What follows belongs to an exercise in optimizing a design on an open flow for small area, a short achievable clock period and few clock cycles per item; a production flow would make more cautious choices. Function was not checked in any run shown here: the RTL went through the layout flow alone.

==> flow/design.v <==
module plc_crc32_word (
    input  wire [31:0] x,
    output reg  [31:0] y
);
    integer i;
    always @* begin
        y = x;
        for (i = 0; i < 32; i = i + 1) begin
            if (y[0])
                y = (y >> 1) ^ 32'hEDB88320;
            else
                y = y >> 1;
        end
    end
endmodule
module plc_blk_tx (
    input  wire        clk,
    input  wire        rst,
    input  wire        cmd_valid,
    output wire        cmd_ready,
    input  wire [15:0] cmd_ssn,
    input  wire [8:0]  cmd_boff,
    input  wire        cmd_bflag,
    input  wire        cmd_long,
    input  wire        in_valid,
    output wire        in_ready,
    input  wire [31:0] in_data,
    output reg         out_valid,
    input  wire        out_ready,
    output reg  [31:0] out_data,
    output reg         out_last
);
    localparam P_CMD  = 2'd0;   
    localparam P_BODY = 2'd1;   
    localparam P_TAIL = 2'd2;   
    reg [1:0]  phase;
    reg [6:0]  cnt;         
    reg [31:0] x;           
    reg [31:0] s_data;      
    reg        s_valid;
    reg        cmd_rdy;
    reg        in_rdy;
    wire [31:0] mx;
    plc_crc32_word u_crc (.x(x), .y(mx));
    wire [31:0] hdr = {3'b000, 1'b0, cmd_bflag, 1'b0, 1'b1,
                       (cmd_bflag ? cmd_boff : 9'd0), cmd_ssn};
    assign cmd_ready = cmd_rdy;
    assign in_ready  = in_rdy;
    wire cmd_fire = cmd_valid && cmd_rdy;
    wire in_fire  = in_valid && in_rdy;
    wire acc      = cmd_fire || in_fire;
    wire [31:0] acc_word = in_rdy ? in_data : hdr;
    wire r_free = !out_valid || out_ready;
    wire tail_go = (phase == P_TAIL) && !s_valid && r_free;
    reg  [1:0] phase_n;
    reg        s_valid_n;
    always @* begin
        phase_n = phase;
        if (cmd_fire)
            phase_n = P_BODY;
        else if (in_fire && cnt == 7'd0)
            phase_n = P_TAIL;
        else if (tail_go)
            phase_n = P_CMD;
        s_valid_n = s_valid ? !r_free : (acc && !r_free);
    end
    always @(posedge clk) begin
        if (rst) begin
            phase     <= P_CMD;
            cnt       <= 7'd0;
            x         <= 32'd0;
            s_data    <= 32'd0;
            s_valid   <= 1'b0;
            cmd_rdy   <= 1'b1;
            in_rdy    <= 1'b0;
            out_valid <= 1'b0;
            out_data  <= 32'd0;
            out_last  <= 1'b0;
        end else begin
            phase   <= phase_n;
            s_valid <= s_valid_n;
            cmd_rdy <= (phase_n == P_CMD) && !s_valid_n;
            in_rdy  <= (phase_n == P_BODY) && !s_valid_n;
            if (cmd_fire)
                cnt <= cmd_long ? 7'd127 : 7'd31;
            else if (in_fire)
                cnt <= cnt - 7'd1;
            if (acc)
                x <= (in_rdy ? mx : 32'hFFFFFFFF) ^ acc_word;
            if (acc && !r_free)
                s_data <= acc_word;
            if (r_free) begin
                if (s_valid) begin
                    out_valid <= 1'b1;
                    out_data  <= s_data;
                    out_last  <= 1'b0;
                end else if (acc) begin
                    out_valid <= 1'b1;
                    out_data  <= acc_word;
                    out_last  <= 1'b0;
                end else if (phase == P_TAIL) begin
                    out_valid <= 1'b1;
                    out_data  <= ~mx;
                    out_last  <= 1'b1;
                end else begin
                    out_valid <= 1'b0;
                end
            end
        end
    end
endmodule
module plc_blk_rx (
    input  wire        clk,
    input  wire        rst,
    input  wire        in_valid,
    output wire        in_ready,
    input  wire [31:0] in_data,
    input  wire        in_long,
    output reg         res_valid,
    input  wire        res_ready,
    output reg         res_ok,
    output reg         res_fmterr,
    output reg  [31:0] res_hdr
);
    reg        hdr_ph;      
    reg [7:0]  cnt;         
    reg [31:0] x;           
    reg        blong;
    reg        hdr_pend;    
    reg        in_rdy;
    wire [31:0] mx;
    plc_crc32_word u_crc (.x(x), .y(mx));
    assign in_ready = in_rdy;
    wire fire     = in_valid && in_rdy;
    wire hdr_fire = fire && hdr_ph;
    wire chk_fire = fire && !hdr_ph && (cnt == 8'd0);
    wire slot_free = !res_valid || res_ready;
    wire hdr_take  = (hdr_fire || hdr_pend) && slot_free;
    wire hdr_ph_n    = hdr_fire ? 1'b0 : (chk_fire ? 1'b1 : hdr_ph);
    wire [7:0] cnt_n = hdr_fire ? (in_long ? 8'd128 : 8'd32) :
                       (fire ? cnt - 8'd1 : cnt);
    wire hdr_pend_n  = (hdr_fire || hdr_pend) && !slot_free;
    wire res_valid_n = chk_fire || (res_valid && !res_ready);
    always @(posedge clk) begin
        if (rst) begin
            hdr_ph     <= 1'b1;
            cnt        <= 8'd0;
            x          <= 32'd0;
            blong      <= 1'b0;
            hdr_pend   <= 1'b0;
            in_rdy     <= 1'b1;
            res_valid  <= 1'b0;
            res_ok     <= 1'b0;
            res_fmterr <= 1'b0;
            res_hdr    <= 32'd0;
        end else begin
            hdr_ph    <= hdr_ph_n;
            cnt       <= cnt_n;
            hdr_pend  <= hdr_pend_n;
            res_valid <= res_valid_n;
            in_rdy    <= !hdr_pend_n &&
                         !(res_valid_n && !hdr_ph_n && cnt_n == 8'd0);
            if (fire)
                x <= (hdr_ph ? 32'hFFFFFFFF : mx) ^ in_data;
            if (hdr_fire)
                blong <= in_long;
            if (hdr_take)
                res_hdr <= hdr_pend ? ~x : in_data;
            if (chk_fire) begin
                res_ok     <= &(mx ^ in_data);
                res_fmterr <= res_hdr[27] && !blong &&
                              (res_hdr[24] || res_hdr[23]);
            end
        end
    end
endmodule
module plc_blk_codec (
    input  wire        clk,
    input  wire        rst,
    input  wire        tx_cmd_valid,
    output wire        tx_cmd_ready,
    input  wire [15:0] tx_cmd_ssn,
    input  wire [8:0]  tx_cmd_boff,
    input  wire        tx_cmd_bflag,
    input  wire        tx_cmd_long,
    input  wire        tx_in_valid,
    output wire        tx_in_ready,
    input  wire [31:0] tx_in_data,
    output wire        tx_out_valid,
    input  wire        tx_out_ready,
    output wire [31:0] tx_out_data,
    output wire        tx_out_last,
    input  wire        rx_in_valid,
    output wire        rx_in_ready,
    input  wire [31:0] rx_in_data,
    input  wire        rx_in_long,
    output wire        rx_res_valid,
    input  wire        rx_res_ready,
    output wire        rx_res_ok,
    output wire        rx_res_fmterr,
    output wire [31:0] rx_res_hdr
);
    plc_blk_tx u_tx (
        .clk(clk), .rst(rst),
        .cmd_valid(tx_cmd_valid), .cmd_ready(tx_cmd_ready),
        .cmd_ssn(tx_cmd_ssn), .cmd_boff(tx_cmd_boff),
        .cmd_bflag(tx_cmd_bflag), .cmd_long(tx_cmd_long),
        .in_valid(tx_in_valid), .in_ready(tx_in_ready), .in_data(tx_in_data),
        .out_valid(tx_out_valid), .out_ready(tx_out_ready),
        .out_data(tx_out_data), .out_last(tx_out_last)
    );
    plc_blk_rx u_rx (
        .clk(clk), .rst(rst),
        .in_valid(rx_in_valid), .in_ready(rx_in_ready),
        .in_data(rx_in_data), .in_long(rx_in_long),
        .res_valid(rx_res_valid), .res_ready(rx_res_ready),
        .res_ok(rx_res_ok), .res_fmterr(rx_res_fmterr), .res_hdr(rx_res_hdr)
    );
endmodule
==> flow/run.sh <==
#!/bin/bash
# synth_recipe.tcl (not shown) runs the flow's synth.tcl, then flattens the netlist and writes it again
# the make line also repeats each setting of config.mk as NAME=value (left out here)
make -C /OpenROAD-flow-scripts/flow DESIGN_CONFIG=/design/flow/config.mk WORK_HOME=/design/flow/orfs CLKGATE_MAP_FILE= SYNTH_SCRIPT=/design/flow/synth_recipe.tcl finish
==> flow/config.mk <==
export PLATFORM = sky130hd
export DESIGN_NAME = plc_blk_codec
export DESIGN_NICKNAME = plc_blk_codec
export VERILOG_FILES = /design/flow/design.v
export SDC_FILE = /design/flow/constraint.sdc
export NUM_CORES = 4
export LEC_CHECK = 0
export CAP_MARGIN = 20
export CORE_MARGIN = 2
export CORE_UTILIZATION = 40
export PLACE_DENSITY = 0.6
export SLEW_MARGIN = 20
==> flow/constraint.sdc <==
create_clock -name core_clock -period 5.0 [get_ports {clk}]
set_input_delay 1.0000 -clock core_clock [delete_from_list [all_inputs] [get_ports {clk}]]
set_output_delay 1.0000 -clock core_clock [all_outputs]
set_load 0.01 [all_outputs]
==> results of run 1 <==
layout make-up:
class / instances / area share
multi-input combinational: 1276 / 0.600
sequential: 189 / 0.211
timing repair buffer: 212 / 0.112
tap: 511 / 0.0356
clock buffer: 18 / 0.0239
inverter: 41 / 0.00856
clock inverter: 13 / 0.00836
antenna: 1 / 0.000139
kinds of logic after synthesis:
| family | synth area share |
|---|---|
| AOI/OAI and AO/OA | 0.129 |
| adders and majority gates | 0.00165 |
| muxes | 0.0350 |
| xor gates and xnor gates | 0.433 |
| and+or+nand+nor | 0.109 |
| DFF | 0.249 |
| buffers and inverters | 0.0428 |
routing by layer:
layer / GRT usage / part of all wire / vias up
li1: - / - / 5754
met1: 0.339 / 0.43 / 5768
met2: 0.432 / 0.48 / 428
met3: 0.0434 / 0.065 / 55
met4: 0.0818 / 0.026 / 2
met5: 0 / 0.00026 / -
worst max-delay path, stage by stage (launching register included):
cell	delay, ps
dfxtp_1	630
xor3_1	560
xnor2_1	510
xnor3_2	420
xor2_4	340
xnor3_1	590
xor2_1	220
or4b_1	560
nor4_1	350
o2111ai_1	190
o31ai_2	250
worst paths after layout:
check / startpoint / to / slack [ps] / cells past startpoint
min: u_tx.s_data[30] / u_tx.s_data[30] / 460 / 2
max: u_rx.x[9] / u_rx.res_ok / 300 / 10
min reg2reg: u_tx.s_data[30] / u_tx.s_data[30] / 460 / 2
max reg2reg: u_rx.x[9] / u_rx.res_ok / 300 / 10
stage by stage:
step	utilization	instances	hold WS, ps	area, µm²
floorplan	-	1625	432	15200
global placement	0.463	2229	440	17400
detailed placement	0.463	2229	451	17400
CTS	0.478	2260	462	18000
finish	0.478	2261	461	18000
global route	0.478	2260	482	18000
registers in the layout, indices dropped and copies added (netlist names):
register / cells
u_rx.blong: 1
u_tx.out_last: 1
u_rx.res_ok: 1
u_rx.res_hdr: 32
u_tx.x: 32
u_rx.hdr_pend: 1
u_rx.in_rdy: 1
u_tx.cmd_rdy: 1
u_rx.x: 32
u_tx.phase: 2
u_tx.out_data: 32
u_tx.cnt: 7
u_tx.s_valid: 1
u_tx.s_data: 32
u_rx.cnt: 8
u_rx.res_fmterr: 1
u_rx.hdr_ph: 1
u_tx.out_valid: 1
u_rx.res_valid: 1
u_tx.in_rdy: 1
cells in the mapped netlist, types with 4 or more instances:
cell type / instances
nand3_1: 26
a211oi_1: 96
clkbuf_1: 84
and3_1: 8
xnor3_1: 97
buf_2: 12
nand2b_1: 5
buf_1: 14
buf_4: 7
nand2_1: 105
xor2_1: 103
o21ai_0: 62
dfxtp_1: 189
nor2_1: 150
or3_1: 15
xnor2_1: 283
inv_1: 41
mux2i_1: 52
nor3_1: 25
a21oi_1: 101
xnor2_2: 22
a22oi_1: 11
o211ai_1: 15
xor3_1: 15
a311oi_1: 8
xor2_2: 6
nor2b_1: 21
nor4_1: 4
==> impl_metrics.yaml, run 1 <==
status:
  status: "complete, no violations"
synthesis:
  syn_inst: 1625
  synth_top_cell_by_area: "dfxtp_1"
  synth_area_um2: 15200
  avgSynthCellArea_um2: 9.35
  synth_enable_flop_cells: 0
  ys_seq_area_frac: 0.249
  ys.flop_type: "dfxtp_1"
  ys_ff_latch: 189
  synth.area.top_cells: "dfxtp_1 25%, xnor2_1 16%, xnor3_1 14%"
  synthDistinctLibCells: 61
  syn_nets: 1726
  synthArstFlopShare: 0
  yosys.area.top_type_share: 0.249
  yosysWarnings: 3
cts:
  cts_setup_buffers: 0
  insertion_delay_ps: 460
  clk_pin_slew_ps: 80
  cts_tree: "done"
  cts-buffers-inserted: 17
  clk_path_buf_depth: 2
  cts_root_buf: "clkbuf_16"
  holdBufCountCts: 0
  clock_sinks: 189
  htree_levels: 4
  cts_resized: 0
final_layout:
  multi_input_area_um2: 10800
  syn2layout_area_growth_pct: 18.2
  drive_gt1_frac: 0.0692
  seq_area_um2: 3790
  finalNetCount: 1838
  final_common_cell: "xnor2_1"
  layout_common_cells: "283 x xnor2_1, 187 x dfxtp_1, 169 x clkdlybuf4s50_1"
  fillers: 3667
worst_setup_path:
  worstPathRequired_ps: 5380
  critical_path.endpoint_type: "flip-flop"
  critPathLaunchType: "flip-flop"
  arrival_ps: 5070
  criticalPathCategory: "reg2reg"
  cp_max_fo: 8
die:
  core.rowCount: 71
  start_util: 0.404
  die_y_um: 199
  die_area_um2: 39600
  ioPinCount: 171
  fp.dieW_um: 199
  coreArea_um2: 37600
sta:
  tns_ps: 0
  fmax_mhz: 213
  fin_crit_sh: 0.939
  period_minus_slack_ps: 4700
  finalWorstSetupSlack_ps: 304
  finalHoldViolCount: 0
  rsz0062_at_grt: "false"
  max_slew_margin: 0.341
  fin_skew_ps: 17.0
  setup_viol: 0
  maxSlewViolCount: 0
  worstMarginPinSlew_ps: 989
placed_design:
  gp_congestion: 0.938
  place_ws_ps: 407
  io_buffers: 170
  hpwl_um: 38100
drt:
  drc: 0
  drtIter0Drc: 908
  dr_total_vias: 12000
  ant_nets: 0
  wl_per_cell_um: 22.0
  totalWireLength_um: 49800
  drt_pass1_iterations: 5
  via_per_inst: 5.31
global_routing:
  grt_pass1_vias: 11800
  antenna_found_initial: 2
  overflow: 0
  grt_pass1_wl_um: 75300
  grt_start_max_net_pins: 117
  grt_use_total: 0.258
hold_path:
  worstHoldPathType: "reg2reg"
flow_run:
  maxCapViolCount: 0
==> run 2, diff against run 1 <==
--- a/flow/config.mk
+++ b/flow/config.mk
@@ -5,8 +5,10 @@
 export SDC_FILE = /design/flow/constraint.sdc
 export NUM_CORES = 4
 export LEC_CHECK = 0
+export ABC_CLOCK_PERIOD_IN_PS = 2200
 export CAP_MARGIN = 20
 export CORE_MARGIN = 2
 export CORE_UTILIZATION = 40
 export PLACE_DENSITY = 0.6
+export SETUP_SLACK_MARGIN = 2.6
 export SLEW_MARGIN = 20
==> impl_metrics.yaml, run 2 <==
status:
  status: "complete, no violations"
final_layout:
  final_common_cell: "buf_4"
  diodes: 0
  multi_input_area_um2: 13500
  instances_no_fill: 2560
  drive_gt1_frac: 0.357
  syn2layout_area_growth_pct: 57.9
  layout_common_cells: "222 x buf_4, 166 x xnor2_1, 153 x dfxtp_1"
  fillers: 2848
  seq_area_um2: 3890
  finalNetCount: 2137
die:
  die_y_um: 199
  start_util: 0.404
  ioPinCount: 171
  die_area_um2: 39600
  fp.dieW_um: 199
  coreArea_um2: 37600
  core.rowCount: 71
synthesis:
  synthTopCellsByCount: "283 x xnor2_1, 189 x dfxtp_1, 150 x nor2_1"
  yosys.area.top_type_share: 0.249
  synthArstFlopShare: 0
  syn_nets: 1726
  ys_seq_area_frac: 0.249
  ys.flop_type: "dfxtp_1"
  synth.most_common_cell: "xnor2_1"
  synth.area.top_cells: "dfxtp_1 25%, xnor2_1 16%, xnor3_1 14%"
  synth_top_cell_by_area: "dfxtp_1"
  synth_enable_flop_cells: 0
  ys_ff_latch: 189
  synthDistinctLibCells: 61
  synth_area_um2: 15200
  syn_inst: 1625
  avgSynthCellArea_um2: 9.35
  yosysWarnings: 3
drt:
  totalWireLength_um: 61100
  via_per_inst: 5.46
  wl_per_cell_um: 23.9
  ant_nets: 0
  dr_total_vias: 14000
  drc: 0
  drt_pass1_iterations: 5
  drtIter0Drc: 1075
cts:
  cts-buffers-inserted: 17
  holdBufCountCts: 0
  clock_sinks: 189
  cts_root_buf: "clkbuf_16"
  htree_levels: 4
  clk_path_buf_depth: 2
  insertion_delay_ps: 470
  cts_tree: "done"
  clk_pin_slew_ps: 80
sta:
  period_minus_slack_ps: 3770
  fin_skew_ps: 20.4
  worstMarginPinSlew_ps: 889
  finalHoldViolCount: 0
  rsz0062_at_grt: "true"
  maxSlewViolCount: 0
  fmax_mhz: 265
  fin_crit_sh: 0.754
  tns_ps: 0
  max_slew_margin: 0.407
  setup_viol: 0
hold_path:
  worstHoldPathType: "reg2reg"
  hold_path_depth: 2
global_routing:
  overflow: 0
  gr-usage-met1: 0.370
  grt_pass1_vias: 13500
  grt_use_total: 0.296
  grt_start_max_net_pins: 101
  grt-busiest-layer: "met2"
  antenna_found_initial: 1
  use_met3: 0.0565
  grt_pass1_wl_um: 86000
  met2_usage: 0.504
worst_setup_path:
  critical_path.endpoint_type: "flip-flop"
  path_cells: "xor3_2 > xnor2_4 > xnor3_2 > xor2_4 > buf_6 > xnor3_2 > xnor3_2 > nor3_1 > o22a_1 > o2111ai_2 > o31ai_2"
  critPathLaunchType: "flip-flop"
  cpMaxStageDelayCell: "xnor3_2"
  ff2ff_path_depth: 11
  worstPathRequired_ps: 5390
  crit_top_cell: "xnor3_2"
  cp_max_fo: 5
  cpPeakStageDelay_ps: 540
  arrival_ps: 4160
  criticalPathCategory: "reg2reg"
placed_design:
  hpwl_um: 37500
  io_buffers: 170
  dpl.cell_count: 2213
  gp_congestion: 0.966
flow_run:
  maxCapViolCount: 0
-- run 2: kinds of logic (layout without fill, tap and decap cells) --
group | count (synthesis) | after routing | share of synthesized area
buf+inv | 160 | 583 | 0.0428
simple gates | 374 | 375 | 0.109
flops | 189 | 189 | 0.249
fa+ha+maj | 2 | 2 | 0.00165
compound gates | 313 | 313 | 0.129
mux | 53 | 53 | 0.0350
xor+xnor | 534 | 534 | 0.433
-- run 2: worst max-delay path, delay by kind of cell, from the launching register on --
| kind | cells | cell delay (ps) |
|---|---|---|
| flip-flops | 1 | 420 |
| AO/OA/AOI/OAI | 3 | 650 |
| AND/OR/NAND/NOR | 1 | 200 |
| XOR/XNOR | 6 | 2300 |
| buffers and inverters | 1 | 120 |
-- run 2: final timing paths --
path / from / end / slack, ps
max: u_rx.x[15] / u_rx.res_ok / 1230
min: u_tx.out_data[30] / u_tx.out_data[30] / 450
max reg2reg: u_rx.x[15] / u_rx.res_ok / 1230
min reg2reg: u_tx.out_data[30] / u_tx.out_data[30] / 450
-- run 2: timing repair --
item,4_1_cts,5_1_grt
pin swaps,151,125
buffers inserted,222,86
resized for setup,318,154
cloned,4,3
endpoints found under the setup margin,189,149
-- run 2: cell type report --
type	instances	share of cell area
Timing Repair Buffer	510	0.216
Tap cell	511	0.0266
Clock buffer	20	0.0190
Clock inverter	12	0.00516
Inverter	41	0.00641
Multi-Input combinational cell	1277	0.564
Sequential cell	189	0.162
-- run 2: per-stage QoR --
stage	utilization	setup slack (ps)	instance area (µm²)	hold slack [ps]
3_3_place_gp	0.482	615	18100	442
5_1_grt	0.639	1120	24000	462
4_1_cts	0.595	1340	22400	457
3_5_place_dp	0.482	596	18100	446
6_report	0.639	1230	24000	451
2_1_floorplan	-	1470	16100	432
-- run 2: metal layers --
metal  share of wire  up-vias
met5               0        -
met4           0.051        0
met3           0.065      154
met2            0.48      565
met1            0.40     6943
li1                -     6319
==> run 3, diff against run 2 <==
--- a/flow/config.mk
+++ b/flow/config.mk
@@ -5,10 +5,10 @@
 export SDC_FILE = /design/flow/constraint.sdc
 export NUM_CORES = 4
 export LEC_CHECK = 0
-export ABC_CLOCK_PERIOD_IN_PS = 2200
+export ABC_CLOCK_PERIOD_IN_PS = 1800
 export CAP_MARGIN = 20
 export CORE_MARGIN = 2
 export CORE_UTILIZATION = 40
 export PLACE_DENSITY = 0.6
-export SETUP_SLACK_MARGIN = 2.6
+export SETUP_SLACK_MARGIN = 3.0
 export SLEW_MARGIN = 20
==> impl_metrics.yaml, run 3 <==
global_routing:
  overflow: 0
  antenna_found_initial: 4
  grt_use_total: 0.318
  grt_pass1_wl_um: 91200
  grt_start_max_net_pins: 97
  grt_pass1_vias: 14100
drt:
  drtIter0Drc: 1175
  via_per_inst: 5.60
  totalWireLength_um: 66700
  ant_nets: 0
  dr_total_vias: 14600
  drt_pass1_iterations: 5
  wl_per_cell_um: 25.5
  drc: 0
placed_design:
  io_buffers: 170
  place_ws_ps: 601
  hpwl_um: 38900
  gp_congestion: 0.927
worst_setup_path:
  critPathLaunchType: "flip-flop"
  worstPathRequired_ps: 5390
  criticalPathCategory: "reg2reg"
  ff2ff_path_depth: 11
  critical_path.endpoint_type: "flip-flop"
  cp_max_fo: 7
  r2r_end: "u_rx.res_ok"
  reg2reg_setup_slack_ps: 1160
  arrival_ps: 4230
  r2r-start: "u_rx.x[3]"
sta:
  finalWorstSetupSlack_ps: 1160
  tns_ps: 0
  fin_skew_ps: 11.5
  period_minus_slack_ps: 3840
  finalHoldViolCount: 0
  fin_crit_sh: 0.768
  setup_viol: 0
  maxSlewViolCount: 0
  fmax_mhz: 260
  worstMarginPinSlew_ps: 854
  rsz0062_at_grt: "true"
  max_slew_margin: 0.430
final_layout:
  final_common_cell: "buf_4"
  fillers: 2743
  finalNetCount: 2189
  layout_common_cells: "244 x buf_4, 162 x xnor2_1, 134 x nor2_1"
  diodes: 0
  drive_gt1_frac: 0.484
  syn2layout_area_growth_pct: 63.7
synthesis:
  synthArstFlopShare: 0
  synth.most_common_cell: "xnor2_1"
  synthTopCellsByCount: "283 x xnor2_1, 189 x dfxtp_1, 150 x nor2_1"
  synth_area_um2: 15200
  syn_nets: 1726
  syn_inst: 1625
  synth.area.top_cells: "dfxtp_1 25%, xnor2_1 16%, xnor3_1 14%"
  synthAdderAreaFrac: 0.00165
  ys_ff_latch: 189
  synth_enable_flop_cells: 0
  synth_top_cell_by_area: "dfxtp_1"
  synthDistinctLibCells: 61
  synthMuxAreaShare: 0.0350
  synth-compound-area-share: 0.129
  yosys.area.top_type_share: 0.249
  ys.flop_type: "dfxtp_1"
  ys_seq_area_frac: 0.249
  synthSimpleGateAreaFrac: 0.109
  yosysWarnings: 3
  synth_xor_area_frac: 0.433
  synth_top_family_by_area: "XOR/XNOR gates"
  avgSynthCellArea_um2: 9.35
die:
  die_area_um2: 39600
  fp.dieW_um: 199
  coreArea_um2: 37600
  core.rowCount: 71
  die_y_um: 199
  start_util: 0.404
  ioPinCount: 171
cts:
  cts-buffers-inserted: 17
  cts_tree: "done"
  clock_sinks: 189
  clk_path_buf_depth: 2
  holdBufCountCts: 0
  insertion_delay_ps: 470
  clk_pin_slew_ps: 80
  cts_root_buf: "clkbuf_16"
  htree_levels: 4
hold_path:
  worstHoldPathType: "reg2reg"
  hold_path_depth: 2
  hp-start: "u_tx.s_data[26]"
  hold_end: "u_tx.s_data[26]"
status:
  status: "complete, no violations"
flow_run:
  maxCapViolCount: 0
run 3: cells by family (layout without fill, tap and decap cells):
logic type / after synthesis / in the layout
and+or+nand+nor: 374 / 378
buffers and inverters: 160 / 632
adders and majority gates: 2 / 2
xor gates and xnor gates: 534 / 534
AOI/OAI and AO/OA: 313 / 313
DFF: 189 / 189
muxes: 53 / 53
run 3: metrics by stage:
stage / instances / instance area (µm²) / hold slack [ps] / utilization
2_1_floorplan: 1625 / 16200 / 432 / -
3_3_place_gp: 2222 / 18200 / 441 / 0.485
3_5_place_dp: 2222 / 18200 / 444 / 0.485
4_1_cts: 2500 / 22700 / 454 / 0.603
5_1_grt: 2612 / 24900 / 476 / 0.662
6_report: 2612 / 24900 / 454 / 0.662
run 3: timing repair:
action,in CTS,in global routing
pin swaps,189,191
gates resized for setup,709,238
setup buffers,232,111
setup endpoints to repair,257,178
cloned,14,1
run 3: area by class of cell:
class	instances	area, µm²	share of cell area
clock inverters	13	129	0.00518
repair buffers	559	5390	0.217
multi-input cells	1280	14200	0.569
inverters	41	156	0.00629
flip-flops and latches	189	3960	0.159
clock buffers	19	453	0.0182
well taps	511	639	0.0257
run 3: how the worst max path moves through the flow:
stage | from | end | slack [ps] | cells after the start
CTS | u_rx.x[6] | u_rx.res_ok | 1350 | 14
detailed placement | u_rx.x[9] | u_rx.res_ok | 600 | 10
global placement | u_rx.x[11] | u_rx.res_ok | 670 | 10
global route | u_rx.x[3] | u_rx.res_ok | 1070 | 11
finish | u_rx.x[3] | u_rx.res_ok | 1160 | 11
floorplan | u_rx.x[9] | u_rx.x[18] | 1470 | 11
run 3: worst max-delay path: stages (launching register included):
cell and delay (ps):
dfxtp_4 370, buf_12 140, xnor3_2 390, xor3_2 550, xnor3_2 320, xor2_1 180
xnor2_1 260, xnor3_1 310, or4b_4 580, nor4_4 320, o2111ai_2 170, o31ai_2 190
run 3: metal layers:
layer / routed length (µm) / track usage / share of wire / vias to the layer above
met5: 30 / 0 / 0.00045 / -
met4: 4630 / 0.165 / 0.069 / 4
met3: 4890 / 0.0568 / 0.073 / 258
met2: 32200 / 0.532 / 0.48 / 758
met1: 25000 / 0.391 / 0.37 / 7178
li1: - / - / - / 6431

[separate check: timing with driven ports]
In the flow no input, the clock included, has a driving cell. The finished layouts below were timed again as built, in two steps.
Step 1: set_driving_cell puts a clkbuf_16 on clk and a buf_2 on each other input, an assumption about the parent block.
Step 2 times the ports against the registers' clock, not the clock port: input delays grow and output delays shrink by t, the midpoint of the rising clock arrivals with the driver on.
a / b / c = ideal / step 1 / step 2; a / b = the first two.
run | t, ns | setup WS [ns] | latest minus earliest clock arrival (ns) | worst register clock-pin slew, ns | worst data-port slew with drivers (ns)
run 1 | 0.508 | 0.304 / 0.304 / 0.304 | 0.017 / 0.017 | 0.08 / 0.08 | 0.10
run 2 | 0.518 | 1.228 / 1.228 / 0.887 | 0.020 / 0.021 | 0.08 / 0.08 | 0.07
run 3 | 0.522 | 1.159 / 1.159 / 0.872 | 0.014 / 0.013 | 0.08 / 0.08 | 0.08
After both steps setup and hold are still met in every run listed. The setup slack of run 2, which loses most, moves by 0.000 ns with the drivers and by -0.341 ns with both steps.
